This is an optimization exercise on Yosys and OpenROAD, whose aim is small area, a short achievable clock period and few clock cycles per item, not a production implementation. In this exercise RTL edits were held to simulation tests only and were not proved equivalent to the original. Power is estimated from default activity; no workload was simulated.

Design ptouch_rast, start of the top module:
module ptouch_rast (
    input  wire        clk,
    input  wire        rst,         
    input  wire [1:0]  cfg_fmt,     
    input  wire [9:0]  cfg_wd,      
    input  wire [9:0]  cfg_pd,      
    input  wire [9:0]  cfg_tp,      
    input  wire [9:0]  cfg_rm,      
    input  wire        in_valid,
    output wire        in_ready,
    input  wire [31:0] in_pix,      
    output wire        out_valid,
    input  wire        out_ready,
    output wire [7:0]  out_data,
    output wire        out_last
);
Size: ~220 flip-flops, ~89 I/O pins, ~15000 um^2 of cells after synthesis.
Settings: LEC_CHECK=0, CAP_MARGIN=20, CORE_MARGIN=2, CORE_UTILIZATION=40, SLEW_MARGIN=20; clock period 28.0 ns.
standard.sh (not shown) runs the stock make flow with config.mk's settings and CLKGATE_MAP_FILE= SYNTH_SCRIPT=/design/flow/synth_recipe.tcl, a recipe that flattens the netlist after the stock synthesis.
==> flow/flow/run.sh <==
#!/bin/bash
# The standard layout (bash standard.sh, standard synthesis unchanged) with
# placement/CTS choices passed through ORFS's own variables:
#  - port buffers: plain buf_2 cells instead of the delay cells that
#    buffer_ports picks by default;
#  - before the placement resizer, flow/upsize.tcl gives the drivers of
#    high-fanout nets a stronger cell of the same function;
#  - clock tree: larger sink clusters and no dummy loads.
# make's full output goes to standard.log; ORFS's per-step logs stay under orfs/logs.
set -euo pipefail
export BUFFER_PORTS_ARGS="-buffer_cell sky130_fd_sc_hd__buf_2"
export PRE_RESIZE_TCL="$PWD/flow/upsize.tcl"
export CTS_ARGS="-sink_clustering_enable -repair_clock_nets -dont_use_dummy_load -sink_clustering_size 14 -sink_clustering_max_diameter 100 -buf_list sky130_fd_sc_hd__clkbuf_8"
bash standard.sh > standard.log 2>&1
==> flow/flow/upsize.tcl <==
# Before the placement resizer: give the drivers of high-fanout nets (gates
# with 6 or more loads, flip-flops with 4 or more) a stronger cell of the
# same function (nothing else changes), and keep the delay cells out of
# the resizer's buffer choice.
set_dont_use [get_lib_cells {sky130_fd_sc_hd__clkdlybuf4s*}]
set n_up 0
foreach net [get_nets *] {
  set loads [get_pins -quiet -of_objects $net -filter "direction==input"]
  if {[llength $loads] < 4} { continue }
  set drv [get_pins -quiet -of_objects $net -filter "direction==output"]
  if {[llength $drv] != 1} { continue }
  set inst [get_cells -of_objects $drv]
  set master [get_property $inst ref_name]
  if {![regexp {^(sky130_fd_sc_hd__[a-z0-9]+)_(0|1)$} $master -> base sz]} { continue }
  if {[string match "*dl*" $base]} { continue }
  set nl [llength $loads]
  if {$nl < 6 && ![string match "*df*" $base]} { continue }
  set want [expr {$nl >= 12 ? 4 : 2}]
  foreach s [list $want 2] {
    set cand [get_lib_cells -quiet ${base}_$s]
    if {[llength $cand] == 1 && ![get_property $cand dont_use]} {
      replace_cell $inst $cand
      incr n_up
      break
    }
  }
}
puts "upsize.tcl: upsized $n_up drivers of high-fanout nets"
Testbench counts at the start, summed over its fixed seeds: cycles 306,604, items 303,778.
==> next run, changes <==
--- a/flow/flow/run.sh
+++ b/flow/flow/run.sh
@@ -3 +3 @@
-# placement/CTS choices passed through ORFS's own variables:
+# two placement/CTS choices passed through ORFS's own variables:
@@ -6,2 +5,0 @@
-#  - before the placement resizer, flow/upsize.tcl gives the drivers of
-#    high-fanout nets a stronger cell of the same function;
@@ -12 +9,0 @@
-export PRE_RESIZE_TCL="$PWD/flow/upsize.tcl"
SLEW_MARGIN = 60   (was 20)
removed: flow/flow/upsize.tcl
Result: The new run finished with timing, DRC and antenna clean; routed wire length went down by 0.80%; total power hardly moves; synthesized cell count is unchanged; hold slack got worse by 0.040 ns; design area went down by 0.99%; combinational power barely changes; setup slack got worse by 0.074 ns; global-route usage stays flat; synthesized area stays the same; critical path depth is unchanged.
==> next run, changes <==
--- a/flow/flow/run.sh
+++ b/flow/flow/run.sh
@@ -4 +4 @@
-#  - port buffers: plain buf_2 cells instead of the delay cells that
+#  - port buffers: plain buf_1 cells instead of the delay cells that
@@ -9 +9 @@
-export BUFFER_PORTS_ARGS="-buffer_cell sky130_fd_sc_hd__buf_2"
+export BUFFER_PORTS_ARGS="-buffer_cell sky130_fd_sc_hd__buf_1"
Total power goes up by 0.71%; non-clock buffer count is unchanged; clock power barely changes; worst hold slack is better by 0.043 ns; cell area came out lower by 0.35%.

---

## run D
The RTL this note starts from:
==> flow/design.v <==
module ptouch_rast (
    input  wire        clk,
    input  wire        rst,         
    input  wire [1:0]  cfg_fmt,     
    input  wire [9:0]  cfg_wd,      
    input  wire [9:0]  cfg_pd,      
    input  wire [9:0]  cfg_tp,      
    input  wire [9:0]  cfg_rm,      
    input  wire        in_valid,
    output wire        in_ready,
    input  wire [31:0] in_pix,      
    output wire        out_valid,
    input  wire        out_ready,
    output wire [7:0]  out_data,
    output wire        out_last
);
    localparam integer DEPTH = 4;           
    localparam integer CAP   = DEPTH + 1;   
    reg fgray, pd_nz;
    always @(posedge clk) begin
        fgray <= (cfg_fmt == 2'd0);
        pd_nz <= (cfg_pd != 10'd0);
    end
    reg        rst_q;
    always @(posedge clk) rst_q <= rst;
    reg        in_ready_r;
    reg  [9:0] A, B;
    reg  [8:0] C;
    reg  [2:0] iph;       
    reg        fb;        
    reg        cs;        
    wire fire = in_valid && in_ready_r;
    wire [10:0] ab   = {1'b0, A} - {1'b0, B} - 11'd2;
    wire row_pre     = !ab[10];
    wire row_band    = !row_pre && (B != 10'd0);
    wire row_last    = !row_pre && ((C == 9'd0 && A == 10'd1) || (C == 9'd1 && A == 10'd0));
    wire row_lb      = row_band && (B == 10'd1);
    wire row_sb      = row_band && (fb || iph == 3'd0);    
    wire       row_postc = !row_pre && !row_band && (C != 9'd0);
    wire [1:0] a_dec     = row_pre ? 2'd2 : {1'b0, !row_postc};
    wire [8:0] c_inc     = row_pre ? 9'd1 : {9{row_postc}};
    wire [9:0] A_n   = row_last ? cfg_wd      : A - {8'd0, a_dec};
    wire [9:0] B_n   = row_last ? cfg_pd      : B - {9'd0, row_band};
    wire [8:0] C_n   = row_last ? 9'd0        : C + c_inc;
    wire [2:0] iph_n = row_last ? cfg_rm[2:0] : iph + {2'd0, row_band};
    wire       fb_n  = row_last || (fb && !row_band);
    always @(posedge clk) begin
        if (rst_q) begin
            A <= cfg_wd; B <= cfg_pd; C <= 9'd0; iph <= cfg_rm[2:0]; fb <= 1'b1;
            cs <= 1'b1;
        end else if (fire) begin
            A <= A_n; B <= B_n; C <= C_n; iph <= iph_n; fb <= fb_n;
            cs <= row_last;
        end
    end
    wire       a_one = (cfg_fmt != 2'd2);
    wire       a_lo  = !in_pix[7];
    wire [6:0] a6_in = a_one ? 7'h7f : (a_lo ? 7'd0 : in_pix[6:0]);
    reg [23:0] p0;        
    reg [6:0]  a60;       
    reg        v0, lb0;
    always @(posedge clk) begin
        p0  <= in_pix[31:8];
        a60 <= a6_in;
        v0  <= !rst_q && fire && row_band;
        lb0 <= row_lb;
    end
    wire [9:0] m1 = {3'b001, a60};
    wire [9:0] m2 = {2'b01, a60, 1'b0};
    wire [8:0] t30 = {2'd0, a60} + {1'd0, a60, 1'b0};     
    wire [9:0] m3 = {1'b0, t30} + 10'd384;
    function [9:0] msel(input [1:0] d);
        msel = (d == 2'd0) ? 10'd0 : (d == 2'd1) ? m1 : (d == 2'd2) ? m2 : m3;
    endfunction
    function [15:0] mul(input [7:0] c);
        mul = {6'd0, msel(c[1:0])} + {4'd0, msel(c[3:2]), 2'd0}
            + {2'd0, msel(c[5:4]), 4'd0} + {msel(c[7:6]), 6'd0};
    endfunction
    wire [15:0] xr = mul(p0[23:16]);
    wire [15:0] xg = mul(p0[15:8]);
    wire [15:0] xb = mul(p0[7:0]);
    wire [8:0] er  = {1'b0, xr[15:8]} + {1'b0, xr[7:0]} + 9'd1;
    wire [8:0] eg  = {1'b0, xg[15:8]} + {1'b0, xg[7:0]} + 9'd1;
    wire [8:0] eb  = {1'b0, xb[15:8]} + {1'b0, xb[7:0]} + 9'd1;
    reg  [7:0] hr1, hg1, hb1;
    reg  [2:0] e1;
    reg  [6:0] a61;
    reg        gb1, v1, lb1;
    always @(posedge clk) begin
        hr1 <= xr[15:8];
        hg1 <= xg[15:8];
        hb1 <= xb[15:8];
        e1  <= {er[8], eg[8], eb[8]};
        a61 <= a60;
        gb1 <= (p0[23:16] < 8'd127);
        v1  <= !rst_q && v0;
        lb1 <= lb0;
    end
    wire [10:0] d  = {3'd0, hr1} + {3'd0, hg1} + {3'd0, hb1}
                   + {10'd0, e1[2]} + {10'd0, e1[1]} + {10'd0, e1[0]}
                   - {4'd0, a61} - {3'd0, a61, 1'b0};
    wire       pbit = fgray ? gb1 : d[10];
    reg  [2:0] ph;        
    reg  [7:0] sh;
    reg        pushq, pushl;    
    wire       push;
    wire [7:0] bitv = {7'd0, pbit} << (3'd7 - ph);
    always @(posedge clk) begin
        if (rst_q) begin
            ph    <= cfg_rm[2:0];
            sh    <= 8'd0;
            pushq <= 1'b0;
            pushl <= 1'b0;
        end else begin
            if (push) pushq <= 1'b0;
            if (v1) begin
                sh    <= pushq ? bitv : (sh | bitv);
                pushq <= (ph == 3'd7) || lb1;
                pushl <= lb1;
                ph    <= lb1 ? cfg_rm[2:0] : ph + 3'd1;
            end else if (push) begin
                sh <= 8'd0;
            end
        end
    end
    reg [8:0] fm [0:DEPTH-1];
    reg [1:0] wp, rp;
    reg [2:0] fcnt;
    wire      fne  = (fcnt != 3'd0);
    assign    push = pushq && (fcnt != DEPTH);
    wire [8:0] head = fm[rp];
    always @(posedge clk) begin
        if (push) fm[wp] <= {pushl, sh};
    end
    reg       ov, ol;     
    reg       sv, sl;     
    reg [7:0] sb;
    reg [7:0] ob;
    reg [6:0] L, T;       
    reg       bdone;      
    reg [1:0] pend;       
    reg [2:0] nb;         
    assign out_valid = ov;
    assign out_data  = ob;
    assign out_last  = ol;
    assign in_ready  = in_ready_r;
    wire l_nz      = (L != 7'd0);
    wire t_one     = (T == 7'd1);
    wire emit_zero = l_nz || !pd_nz || bdone;
    wire go0       = (pend != 2'd0) && (emit_zero || fne);    
    wire ld        = !sv;                                      
    wire go        = go0 && ld;
    wire hold      = ov && !out_ready;                         
    wire [7:0] nbyte = emit_zero ? 8'd0 : head[7:0];
    wire pop       = go && !emit_zero;
    wire line_end  = go && (T == 7'd1);
    wire pop1  = go0 && !emit_zero;              
    wire lend1 = go0 && (T == 7'd1);             
    wire [2:0] fcnt_0 = fcnt + {2'd0, push};
    wire [2:0] fcnt_1 = fcnt + {2'd0, push} - {2'd0, pop1};
    wire [1:0] pend_00 = pend;
    wire [1:0] pend_01 = pend - {1'b0, lend1};
    wire [1:0] pend_10 = pend + {1'b0, cs};
    wire [1:0] pend_11 = pend + {1'b0, cs} - {1'b0, lend1};
    wire [2:0] nb_00 = nb;
    wire [2:0] nb_01 = nb - {2'd0, pop1};
    wire [2:0] nb_10 = nb + {2'd0, row_sb};
    wire [2:0] nb_11 = nb + {2'd0, row_sb} - {2'd0, pop1};
    wire [2:0] nb_f1   = ld ? nb_11 : nb_10;
    wire [2:0] nb_f0   = ld ? nb_01 : nb_00;
    wire [1:0] pend_f1 = ld ? pend_11 : pend_10;
    wire [1:0] pend_f0 = ld ? pend_01 : pend_00;
    wire ir_f1 = !(nb_f1 == CAP && (iph_n == 3'd0 || fb_n)) && !(row_last && pend_f1 == 2'd2);
    wire ir_f0 = !(nb_f0 == CAP && (iph == 3'd0 || fb))     && !(cs && pend_f0 == 2'd2);
    wire ir_n  = fire ? ir_f1 : ir_f0;
    always @(posedge clk) begin
        if (rst_q) begin
            L     <= cfg_rm[9:3];
            T     <= cfg_tp[9:3];
            bdone <= 1'b0;
            pend  <= 2'd0;
            nb    <= 3'd0;
            wp    <= 2'd0;
            rp    <= 2'd0;
            fcnt  <= 3'd0;
        end else begin
            if (go) begin
                L     <= t_one ? cfg_rm[9:3] : L - {6'd0, l_nz};
                T     <= t_one ? cfg_tp[9:3] : T - 7'd1;
                bdone <= !t_one && (bdone || (!emit_zero && head[8]));
            end
            if (push) wp <= wp + 2'd1;
            if (pop)  rp <= rp + 2'd1;
            fcnt <= ld ? fcnt_1 : fcnt_0;
            pend <= fire ? pend_f1 : pend_f0;
            nb   <= fire ? nb_f1 : nb_f0;
        end
    end
    always @(posedge clk) begin
        if (rst || rst_q) begin
            ov         <= 1'b0;
            sv         <= 1'b0;
            in_ready_r <= !rst;
        end else begin
            ov         <= hold || sv || go;
            sv         <= sv ? hold : (go && hold);
            in_ready_r <= ir_n;
        end
        if (!hold) begin
            ob <= sv ? sb : nbyte;
            ol <= sv ? sl : t_one;
        end
        if (!sv) begin
            sb <= nbyte;
            sl <= t_one;
        end
    end
endmodule
export LEC_CHECK = 0
export CAP_MARGIN = 20
export CORE_MARGIN = 2
export CORE_UTILIZATION = 40
export SLEW_MARGIN = 60
create_clock -name core_clock -period 28.0 [get_ports {clk}]
==> flow/flow/run.sh <==
#!/bin/bash
# The standard layout (bash standard.sh, standard synthesis unchanged) with
# two placement/CTS choices passed through ORFS's own variables:
#  - port buffers: plain buf_1 cells instead of the delay cells that
#    buffer_ports picks by default;
#  - clock tree: larger sink clusters and no dummy loads.
# make's full output goes to standard.log; ORFS's per-step logs stay under orfs/logs.
set -euo pipefail
export BUFFER_PORTS_ARGS="-buffer_cell sky130_fd_sc_hd__buf_1"
export CTS_ARGS="-sink_clustering_enable -repair_clock_nets -dont_use_dummy_load -sink_clustering_size 14 -sink_clustering_max_diameter 100 -buf_list sky130_fd_sc_hd__clkbuf_8"
bash standard.sh > standard.log 2>&1
Run D: no failed stages, no open violations at the end
Testbench counts of run D, summed over its fixed seeds: cycles 307,095, items 303,778.
## Diff of input files: run B against run D
--- a/flow/flow/run.sh
+++ b/flow/flow/run.sh
@@ -5,0 +6,2 @@
+#  - before the placement resizer, flow/outdrive.tcl gives the flip-flops
+#    that drive output ports the next drive strength;
@@ -9,0 +12 @@
+export PRE_RESIZE_TCL="$PWD/flow/outdrive.tcl"
==> flow/flow/outdrive.tcl (new file) <==
# Before the placement resizer: the flip-flops that drive output ports (through
# their port buffers) get the next drive strength of the same cell.
set n_up 0
foreach port [all_outputs] {
  set pnet [get_nets -quiet [get_full_name $port]]
  if {[llength $pnet] != 1} { continue }
  foreach bpin [get_pins -quiet -of_objects $pnet -filter "direction==output"] {
    set buf [get_cells -of_objects $bpin]
    foreach ipin [get_pins -quiet -of_objects $buf -filter "direction==input"] {
      set inet [get_nets -quiet -of_objects $ipin]
      foreach dpin [get_pins -quiet -of_objects $inet -filter "direction==output"] {
        set inst [get_cells -of_objects $dpin]
        set master [get_property $inst ref_name]
        if {[regexp {^(sky130_fd_sc_hd__dfxtp)_1$} $master -> base]} {
          replace_cell $inst [get_lib_cells ${base}_2]
          incr n_up
        }
      }
    }
  }
}
puts "outdrive.tcl: upsized $n_up output flip-flops"
Notes after the runs:
Both conditions hold for run B: the flow ran to the end and the final layout passed the timing, design-rule and antenna checks.
Latest clock arrival within the worst-skew pair essentially unchanged between run B and run D.
Between run B and run D, the difference in overall track demand over capacity in global routing is negligible.
Worst setup slack: run B and run D compared, higher one is run B
Changes observed in run B relative to run D: first-pass GRT wire length went up about 0.43%; design area held.
As far as clock power is concerned, run D and run B perform about the same.
Status: utilization parity (run B, run D)
~same total grt overflow in run B and run D

---

// ptouch_rast: RTL as listed in full above, without the edits since
export LEC_CHECK = 0
export CAP_MARGIN = 20
export CORE_MARGIN = 2
export CORE_UTILIZATION = 40
export SLEW_MARGIN = 75
create_clock -name core_clock -period 28.0 [get_ports {clk}]
==> flow/flow/run.sh <==
#!/bin/bash
# The standard layout (bash standard.sh, standard synthesis unchanged) with
# two placement/CTS choices passed through ORFS's own variables:
#  - port buffers: plain buf_1 cells instead of the delay cells that
#    buffer_ports picks by default;
#  - before the placement resizer, flow/outdrive.tcl gives the output
#    ports' buffers and the flip-flops that drive them the next drive strength;
#  - clock tree: larger sink clusters and no dummy loads.
# make's full output goes to standard.log; ORFS's per-step logs stay under orfs/logs.
set -euo pipefail
export BUFFER_PORTS_ARGS="-buffer_cell sky130_fd_sc_hd__buf_1"
export PRE_RESIZE_TCL="$PWD/flow/outdrive.tcl"
export CTS_ARGS="-sink_clustering_enable -repair_clock_nets -dont_use_dummy_load -sink_clustering_size 14 -sink_clustering_max_diameter 100 -buf_list sky130_fd_sc_hd__clkbuf_8"
bash standard.sh > standard.log 2>&1
==> flow/flow/outdrive.tcl <==
# Before the placement resizer: the output ports' buffers and the flip-flops
# that drive them get the next drive strength of the same cell.
set n_up 0
foreach port [all_outputs] {
  set pnet [get_nets -quiet [get_full_name $port]]
  if {[llength $pnet] != 1} { continue }
  foreach bpin [get_pins -quiet -of_objects $pnet -filter "direction==output"] {
    set buf [get_cells -of_objects $bpin]
    if {[get_property $buf ref_name] eq "sky130_fd_sc_hd__buf_1"} {
      replace_cell $buf [get_lib_cells sky130_fd_sc_hd__buf_2]
    }
    foreach ipin [get_pins -quiet -of_objects $buf -filter "direction==input"] {
      set inet [get_nets -quiet -of_objects $ipin]
      foreach dpin [get_pins -quiet -of_objects $inet -filter "direction==output"] {
        set inst [get_cells -of_objects $dpin]
        set master [get_property $inst ref_name]
        if {[regexp {^(sky130_fd_sc_hd__dfxtp)_1$} $master -> base]} {
          replace_cell $inst [get_lib_cells ${base}_2]
          incr n_up
        }
      }
    }
  }
}
puts "outdrive.tcl: upsized $n_up output flip-flops"
The starting point completed without violations.
Testbench counts at the start, summed over its fixed seeds: cycles 307,095, items 303,778.
Edit:
- PLACE_DENSITY: unset -> 0.75
- SLEW_MARGIN: 75 -> 60
What happened: The new run finished with timing, DRC and antenna clean; clock power hardly moves; final cell count came out lower by 0.55%; die area does not change; clock-buffer cell count is unchanged; synthesized cell count is unchanged.

==> what the ideal ports hide <==
The flow's constraints put no driver on any port. The routed layouts listed below were extracted and timed again, unchanged, in two steps.
Step 1 (the two cells are an assumption about what drives the block):
set clk [get_ports {clk}]
set_driving_cell -lib_cell sky130_fd_sc_hd__clkbuf_16 $clk
set_driving_cell -lib_cell sky130_fd_sc_hd__buf_2 [delete_from_list [all_inputs] $clk]
Step 2 times the ports against the registers' clock, not the clock port: input delays grow and output delays shrink by t, the midpoint of the rising clock arrivals with the driver on.
a / b / c = no drivers / after step 1 / after step 2; a / b = the first two.
run	t (ns)	setup slack, ns	worst setup path at the end	slew at the worst register clock pin (ns)	cell pins on the clock port's net
the first run of note 1	0.575	21.265 / 21.218 / 21.017	input to register	0.10 / 0.10	1
the second run of note 1	0.575	21.191 / 21.145 / 20.889	input to register	0.10 / 0.10	1
the third run of note 1	0.581	21.200 / 21.152 / 20.830	input to register	0.10 / 0.10	1
run D	0.574	21.269 / 21.222 / 20.984	input to register	0.10 / 0.10	1
run B	0.570	21.308 / 21.262 / 20.966	input to register	0.10 / 0.10	1
the first run of note 3	0.581	21.334 / 21.289 / 21.160	input to register	0.10 / 0.10	1
the second run of note 3	0.574	21.216 / 21.217 / 20.644	input to register	0.10 / 0.10	1
After both steps setup and hold are still met in every run listed. For the second run of note 3, which loses most, drivers alone change the setup slack by +0.001 ns; drivers and shift together by -0.572 ns.
